This design comes from an exercise in tuning for a short achievable clock period and few clock cycles on the open sky130 flow, not from production work.
Only simulation tests tie the RTL to the original design; equivalence was not proved.

==> run a <==
## vm_core
module vm_core (
    input  wire        clk,
    input  wire        rst,             
    input  wire        start,           
    input  wire        run_off_end,     
    input  wire [31:0] imem_size,       
    input  wire [31:0] dmem_size,       
    output wire        busy,
    output wire        halted,
    output wire        faulted,
    output reg  [2:0]  fault_kind,
    output wire [31:0] result,          
    output reg         imem_req,
    output reg  [31:0] imem_addr,
    input  wire        imem_ack,
    input  wire [31:0] imem_rdata,
    output reg         dmem_req,
    output reg         dmem_we,
    output reg  [31:0] dmem_addr,
    output reg  [31:0] dmem_wdata,
    input  wire        dmem_ack,
    input  wire [31:0] dmem_rdata,
    output reg         sys_req,
    output reg  [31:0] sys_id,
    output reg  [31:0] sys_arg2,
    output reg  [31:0] sys_arg3,
    input  wire        sys_ack,
    input  wire        sys_fault,
    input  wire [2:0]  sys_we,          
    input  wire [31:0] sys_c2,
    input  wire [31:0] sys_c3,
    input  wire [31:0] sys_c4,
    input  wire [3:0]  dbg_sel,
    output wire [31:0] dbg_rdata
);
Settings: LEC_CHECK=0, ABC_CLOCK_PERIOD_IN_PS=4000, CAP_MARGIN=20, CORE_MARGIN=2, CORE_UTILIZATION=30, PLACE_DENSITY=0.38, SETUP_SLACK_MARGIN=5, SLEW_MARGIN=20; clock period 16.0 ns.
run.sh (not shown) runs the stock make flow with config.mk's settings and CLKGATE_MAP_FILE= SYNTH_SCRIPT=/design/flow/synth_recipe.tcl, a recipe that flattens the netlist after the stock synthesis.
==> run b (differences from run a) <==
--- a/flow/design.v
+++ b/flow/design.v
@@ -48,12 +48,13 @@
     reg        running;        
     reg        r_halted, r_faulted;
     reg [31:0] r_result;
     reg        drain;          
     reg        roe;            
     reg [33:0] ilim;           
+    reg [33:0] umax;           
     reg [33:0] dlim;           
     reg [31:0] rf [1:10];      
     reg [31:0] pc_final;       
     reg        f_req;          
     reg [31:0] f_addr;
     reg        h_v;            
@@ -119,21 +120,30 @@
         begin
             clz32 = 6'd32;
             for (k = 0; k < 32; k = k + 1)
                 if (v[k]) clz32 = 6'd31 - k[5:0];
         end
     endfunction
-    assign dbg_rdata = (dbg_sel == R_PC) ? (running ? pc : pc_final) : rsel(onehot11({4'd0, dbg_sel}) & 11'h5FE);
+    wire [31:0] dbg_pc = running ? pc : pc_final;
+    function [31:0] sel4(input [1:0] s, input [31:0] a, input [31:0] b, input [31:0] c, input [31:0] d);
+        case (s)
+            2'd0: sel4 = a;
+            2'd1: sel4 = b;
+            2'd2: sel4 = c;
+            default: sel4 = d;
+        endcase
+    endfunction
+    assign dbg_rdata = sel4(dbg_sel[3:2],
+                            sel4(dbg_sel[1:0], 32'd0, rf[1], rf[2], rf[3]),
+                            sel4(dbg_sel[1:0], rf[4], rf[5], rf[6], rf[7]),
+                            sel4(dbg_sel[1:0], rf[8], dbg_pc, rf[10], 32'd0),
+                            32'd0);
     wire        ee;            
     wire        starting = start && !rst && (!running || ee);
-    wire [33:0] ilim_f = starting ? {2'b00, imem_size} - 34'd4 : ilim;
     wire [33:0] dlim_in = (dmem_size > 32'h80000003) ? 34'h7FFFFFFF : {2'b00, dmem_size} - 34'd4;
     wire [33:0] dlim_f = starting ? dlim_in : dlim;
-    function in_imem_f(input [31:0] a);
-        in_imem_f = !a[31] && sle34({2'b00, a}, ilim_f);
-    endfunction
     wire [31:0] fw      = imem_rdata;
     wire [7:0]  fop     = fw[7:0];
     wire [7:0]  fb1     = fw[15:8];
     wire [7:0]  fb2     = fw[23:16];
     wire [7:0]  fb3     = fw[31:24];
     wire        f_rrr   = (fop <= OP_DIVI);
@@ -153,19 +163,28 @@
     wire [31:0] f_off   = f_jmp ? {{14{fw[31]}}, fw[31:16], 2'b00} : {{22{fw[31]}}, fw[31:24], 2'b00};
     wire        br_ovr;
     wire        jmp_taken;
     wire [31:0] fa0 = h_addr, fa1 = ir_tgt, fa2 = ir_seq, fa3 = f_addr;
     wire [31:0] ft0 = fa0 + f_off, ft1 = fa1 + f_off, ft2 = fa2 + f_off, ft3 = fa3 + f_off;
     wire [31:0] fq0 = fa0 + 32'd4, fq1 = fa1 + 32'd4, fq2 = fa2 + 32'd4, fq3 = fa3 + 32'd4;
-    wire        fto0 = in_imem_f(ft0), fto1 = in_imem_f(ft1), fto2 = in_imem_f(ft2), fto3 = in_imem_f(ft3);
-    wire        fqo0 = in_imem_f(fq0), fqo1 = in_imem_f(fq1), fqo2 = in_imem_f(fq2), fqo3 = in_imem_f(fq3);
+    wire [33:0] f_off34 = {{2{f_off[31]}}, f_off};
+    function fbound(input [31:0] base, input [33:0] off);
+        fbound = sle34(-{2'b00, base}, off) && sle34(off, umax - {2'b00, base});
+    endfunction
+    wire        fto0 = fbound(fa0, f_off34), fto1 = fbound(fa1, f_off34),
+                fto2 = fbound(fa2, f_off34), fto3 = fbound(fa3, f_off34);
+    wire        fqo0 = sle34({2'b00, fa0}, umax - 34'd4), fqo1 = sle34({2'b00, fa1}, umax - 34'd4),
+                fqo2 = sle34({2'b00, fa2}, umax - 34'd4), fqo3 = sle34({2'b00, fa3}, umax - 34'd4);
+    wire [33:0] umax_in = (imem_size > 32'h80000003) ? 34'h7FFFFFFF : {2'b00, imem_size} - 34'd4;
+    wire        fto_st = sle34(34'd0, f_off34) && sle34(f_off34, umax_in);
+    wire        fqo_st = sle34(34'd4, umax_in);
     wire [1:0]  fsel = h_v ? 2'd0 : br_ovr ? (jmp_taken ? 2'd1 : 2'd2) : 2'd3;
     wire [31:0] f_tgt    = (fsel == 2'd0) ? ft0 : (fsel == 2'd1) ? ft1 : (fsel == 2'd2) ? ft2 : ft3;
-    wire        f_tgt_ok = (fsel == 2'd0) ? fto0 : (fsel == 2'd1) ? fto1 : (fsel == 2'd2) ? fto2 : fto3;
+    wire        f_tgt_ok = starting ? fto_st : (fsel == 2'd0) ? fto0 : (fsel == 2'd1) ? fto1 : (fsel == 2'd2) ? fto2 : fto3;
     wire [31:0] f_seq    = (fsel == 2'd0) ? fq0 : (fsel == 2'd1) ? fq1 : (fsel == 2'd2) ? fq2 : fq3;
-    wire        f_seq_ok = (fsel == 2'd0) ? fqo0 : (fsel == 2'd1) ? fqo1 : (fsel == 2'd2) ? fqo2 : fqo3;
+    wire        f_seq_ok = starting ? fqo_st : (fsel == 2'd0) ? fqo0 : (fsel == 2'd1) ? fqo1 : (fsel == 2'd2) ? fqo2 : fqo3;
     wire        f_predt = f_pcrel && (f_jmp || fw[31]);
     wire        f_isend  = (fop == OP_END);
     wire [31:0] f_next   = f_isend ? 32'd0 : f_predt ? f_tgt : f_seq;
     wire        f_next_ok = !f_isend && (f_predt ? f_tgt_ok : f_seq_ok);
     reg  [10:0] f_reads;
     always @(*) begin
@@ -192,31 +211,51 @@
     wire        m_fwd  = m_v && (m_kind == MK_MUL);
     function [31:0] rfwd(input [10:0] s, input [31:0] raw);
         rfwd = (m_fwd && |(s & m_wmask)) ? mul_y : raw;
     endfunction
     wire [31:0] x1r = rsel(s1);
     wire [31:0] x2r = rsel(s2);
-    wire [31:0] x1  = rfwd(s1, x1r);
-    wire [31:0] x2  = rfwd(s2, x2r);
-    wire [31:0] xa  = rfwd(sa, rsel(sa));
+    wire [31:0] xar = rsel(sa);
+    wire [31:0] x1f = rfwd(s1, x1r);
+    wire [31:0] x2f = rfwd(s2, x2r);
+    wire [31:0] xaf = rfwd(sa, xar);
+    wire [31:0] x1  = x1r;
+    wire [31:0] x2  = x2r;
+    wire [31:0] xa  = xar;
     wire [31:0] imm8  = {{24{b3[7]}}, b3};
     wire [31:0] imm16 = {16'd0, b3, b2};
     wire [31:0] off8  = {{22{b3[7]}}, b3, 2'b00};
     wire [31:0] off16 = {{14{b3[7]}}, b3, b2, 2'b00};
     wire [31:0] alu_a = xa;
     wire [31:0] alu_b = c_rrr ? x2 : imm8;
     wire [31:0] as_y  = c_sub ? alu_a - alu_b : alu_a + alu_b;
     wire [31:0] set_y = c_setlo ? (x1 | imm16) : (x1 | {imm16[15:0], 16'd0});
-    wire [31:0] wr_y  = c_set ? set_y : as_y;
+    wire [31:0] wr_y  = c_set ? set_y : as_y;      
+    wire [31:0] alu_af = xaf;
+    wire [31:0] alu_bf = c_rrr ? x2f : imm8;
+    wire [31:0] as_yf  = c_sub ? alu_af - alu_bf : alu_af + alu_bf;
+    wire [31:0] set_yf = c_setlo ? (x1f | imm16) : (x1f | {imm16[15:0], 16'd0});
+    wire [31:0] wr_yf  = c_set ? set_yf : as_yf;   
     wire [31:0] mem_ea   = x2 + off8;
     wire [33:0] x2e      = {2'b00, x2};
     wire        ea_in    = (sle34(ea_lo1, x2e) && sle34(x2e, ea_hi1)) ||
                            (sle34(ea_lo2, x2e) && sle34(x2e, ea_hi2));
     wire        ea_algn  = (x2[1:0] == 2'b00);
-    wire        x1_zero  = (x1r == 32'd0);
-    assign      jmp_taken = c_j || (c_jz && x1_zero) || (c_jgt && !x1r[31] && !x1_zero);
+    reg  [10:0] r_zero, r_neg;
+    integer kz;
+    always @(*) begin
+        r_zero = 11'd1;
+        r_neg  = 11'd0;
+        for (kz = 1; kz <= 10; kz = kz + 1) begin
+            r_zero[kz] = (kz == 9) ? (pc == 32'd0) : (rf[kz] == 32'd0);
+            r_neg[kz]  = (kz == 9) ? pc[31] : rf[kz][31];
+        end
+    end
+    wire        x1_zero  = |(s1 & r_zero);
+    wire        x1_neg   = |(s1 & r_neg);
+    assign      jmp_taken = c_j || (c_jz && x1_zero) || (c_jgt && !x1_neg && !x1_zero);
     wire [31:0] jmp_rt   = c_j ? x1r + off16 : x2r + off8;    
     wire [31:0] jmp_t    = ir_pcrel ? ir_tgt : jmp_rt;
     wire        jmp_bad  = jmp_t[31] || (jmp_t[1:0] != 2'b00);
     wire [31:0] div_a = rsel(sa);
     wire [31:0] div_b = c_rrr ? x2r : imm8;
     wire [31:0] mul_a = alu_a;
@@ -1364,13 +1403,14 @@
     wire        du_fin  = (dst == D_WB) || du_last;
     wire [31:0] du_val  = dv_neg ? -dv_q[31:0] : dv_q[31:0];
     wire        du_pcw_do = du_fin && du_pcw;
     wire        du_pc_bad = du_val[31] || (du_val[1:0] != 2'b00);
     wire        e_live = running && !drain;
     wire        e_isj  = c_j || c_jz || c_jgt;
-    wire        hazard = ((e_isj || c_div || !m_fwd) && |(e_reads & m_wmask)) ||
+    wire        e_fwd_ok = (c_as || c_set || c_end) && !rd_pc;
+    wire        hazard = ((!e_fwd_ok || !m_fwd) && |(e_reads & m_wmask)) ||
                          (du_busy && (|(e_reads & du_mask) || (c_sys && |(e_writes & du_mask)) ||
                                       (c_div && !(s1 == du_mask))));
     wire        e_go   = e_live && ir_v && m_free && !hazard;
     wire        e_ok   = e_go && !c_ill;
     wire        e_wrcls = c_as || c_set || c_mul || c_div || c_ld;
     wire        e_jslow = c_j | c_jz | c_jgt ? (!ir_pcrel && jmp_taken) : 1'b0;
@@ -1406,13 +1446,13 @@
                 e_fin = 1'b1; e_fkind = F_ILL_OP; e_fpay = 32'd0;
             end else if ((c_as || c_set) && rd_pc && (wr_y[31] || wr_y[1:0] != 2'b00)) begin
                 e_fin = 1'b1; e_fkind = F_ILL_PC; e_fpay = wr_y;
             end else if ((c_j || c_jz || c_jgt) && jmp_taken && jmp_bad) begin
                 e_fin = 1'b1; e_fkind = F_ILL_PC; e_fpay = jmp_t;
             end else if (c_end) begin
-                e_fin = 1'b1; e_halt = 1'b1; e_fpay = x1;
+                e_fin = 1'b1; e_halt = 1'b1; e_fpay = x1f;
             end
         end
     end
     assign mul_load = m_free;
     wire        du_kill = du_busy && (s1 == du_mask) &&
                           (e_wen || (e_mis && (c_ld || c_mul)) || e_dstart);
@@ -1513,12 +1553,13 @@
                 r_halted     <= 1'b0;
                 r_faulted    <= 1'b0;
                 fault_kind <= 3'd0;
                 r_result     <= 32'd0;
                 roe        <= run_off_end;
                 ilim       <= {2'b00, imem_size} - 34'd4;
+                umax       <= umax_in;
                 dlim       <= (dmem_size > 32'h80000003) ? 34'h7FFFFFFF : {2'b00, dmem_size} - 34'd4;
                 pc         <= 32'd0;
                 pc_ok      <= (imem_size >= 32'd4);
                 ir_v       <= 1'b0;
                 adv        <= 1'b0;
                 dst        <= D_NONE;
@@ -1582,28 +1623,28 @@
                         if (sys_we[1]) rf[R_CALL3] <= sys_c3;
                         if (sys_we[2]) rf[R_CALL4] <= sys_c4;
                     end
                     default: ;
                 endcase
             end
-            if (e_wen) rf[rd] <= wr_y;
+            if (e_wen) rf[rd] <= wr_yf;
             if (m_free) begin
                 m_v      <= e_mis;
                 m_kind   <= e_mkind;
                 m_rd     <= rd;
                 m_pcw    <= rd_pc && (c_ld || c_mul);
                 m_pc     <= pc;
                 m_wmask  <= e_mis ? e_writes : 11'd0;
                 dmem_req <= e_mis_ls;
                 sys_req  <= e_mis && c_sys;
                 dmem_we    <= c_st;
                 dmem_addr  <= mem_ea;
                 dmem_wdata <= x1;
-                sys_id     <= rfwd(11'h020, rf[R_CALL1]);
-                sys_arg2   <= rfwd(11'h040, rf[R_CALL2]);
-                sys_arg3   <= rfwd(11'h080, rf[R_CALL3]);
+                sys_id     <= rf[R_CALL1];
+                sys_arg2   <= rf[R_CALL2];
+                sys_arg3   <= rf[R_CALL3];
             end
             if (e_done) begin
                 pc    <= e_npc;
                 pc_ok <= e_npc_ok;
                 ir_v  <= 1'b0;
             end
==> flow/flow/run.sh (new file) <==
#!/bin/bash
set -euo pipefail
bash standard.sh finish SETUP_SLACK_MARGIN=8.5 \
    'BUFFER_PORTS_ARGS=-buffer_cell sky130_fd_sc_hd__buf_4' > orfs_make.log 2>&1
==> flow/standard.sh (new file) <==
#!/bin/bash
# synth_recipe.tcl (not shown) runs the flow's synth.tcl, then flattens the netlist and writes it again
# the make line also repeats each setting of config.mk as NAME=value (left out here)
make -C /OpenROAD-flow-scripts/flow DESIGN_CONFIG=/design/flow/config.mk WORK_HOME=/design/flow/orfs CLKGATE_MAP_FILE= SYNTH_SCRIPT=/design/flow/synth_recipe.tcl "${@:-finish}"
removed: flow/run.sh
==> report_table.html <==
<table>
<tr><th>Metric</th><th>Value</th></tr>
<tr><th colspan="2">Logic synthesis</th></tr>
<tr><td>Synthesized area</td><td>169000 um2</td></tr>
<tr><th colspan="2">GRT</th></tr>
<tr><td>Largest net degree at the start of global routing</td><td>140</td></tr>
<tr><td>Grt met1 use</td><td>52.1%</td></tr>
<tr><td>Global-route wire length before repair</td><td>1660000 um</td></tr>
<tr><td>Via count of the first global-routing pass</td><td>170000</td></tr>
<tr><th colspan="2">Setup path</th></tr>
<tr><td>Stages on the worst setup path</td><td>16</td></tr>
<tr><th colspan="2">Outcome</th></tr>
<tr><td>Status</td><td>finished clean</td></tr>
<tr><th colspan="2">Timing</th></tr>
<tr><td>Worst-Margin Slew</td><td>between 1 and 1.5 ns</td></tr>
<tr><td>Final hold slack</td><td>0.473 ns</td></tr>
<tr><th colspan="2">Finish</th></tr>
<tr><td>Count of antenna diodes in the layout</td><td>156</td></tr>
</table>
That was run b.
==> report_table.html <==
<table>
<tr><th>Metric</th><th>Value</th></tr>
<tr><th colspan="2">Finish</th></tr>
<tr><td>Count of antenna diodes in the layout</td><td>121</td></tr>
<tr><td>Non-clock buffer count in the final layout</td><td>1341</td></tr>
<tr><th colspan="2">GRT</th></tr>
<tr><td>Global-route wire length before repair</td><td>1510000 um</td></tr>
<tr><td>Largest net degree at the start of global routing</td><td>149</td></tr>
<tr><td>Grt met1 use</td><td>around half</td></tr>
<tr><th colspan="2">Setup path</th></tr>
<tr><td>Slack of the worst reg-to-reg path</td><td>around 4.8 ns</td></tr>
<tr><th colspan="2">Logic synthesis</th></tr>
<tr><td>Post-synthesis cell type count</td><td>about 110</td></tr>
<tr><td>Compound-Gate Fraction of Synth Area</td><td>23.6%</td></tr>
<tr><td>Synthesized area</td><td>between 150000 and 200000 um2</td></tr>
<tr><th colspan="2">Clock network</th></tr>
<tr><td>Number of buffers inserted by hold repair at cts</td><td>0</td></tr>
<tr><td>Clock sink count</td><td>1589</td></tr>
<tr><th colspan="2">Floorplanning</th></tr>
<tr><td>Die height</td><td>744 um</td></tr>
<tr><th colspan="2">Outcome</th></tr>
<tr><td>Status</td><td>finished clean</td></tr>
<tr><th colspan="2">Timing</th></tr>
<tr><td>Worst-Margin Slew</td><td>1.39 ns</td></tr>
</table>
That was run a.
Testbench counts of run a, summed over its fixed seeds: cycles 39,449.
Testbench counts of run b, summed over its fixed seeds: cycles 39,497.

[re-timing with driven ports]
Ports are ideal in the flow. The routed layouts listed here were re-timed in OpenROAD.
Step 1 (the two cells are an assumption about what drives the block):
set clk [get_ports {clk}]
set_driving_cell -lib_cell sky130_fd_sc_hd__clkbuf_16 $clk
set_driving_cell -lib_cell sky130_fd_sc_hd__buf_2 [delete_from_list [all_inputs] $clk]
Step 2 adds t to the input delays and takes it off the output delays; t is the mean of the earliest and latest rising clock arrival at the registers after step 1. Input paths then give back, and output paths get back, about the clock's delay inside the block.
a / b / c = ideal ports / drivers / drivers and shift; a / b = the first two.
run	t, ns	setup WS [ns]	worst slew at a driven data input, ns
run a	1.137	4.693 / 4.548 / 4.380	0.20
run b	1.168	7.524 / 6.923 / 6.850	0.74
After both steps every run listed still meets setup and hold. The setup slack of run b, which loses most, moves by -0.601 ns with the drivers and by -0.674 ns with both steps.
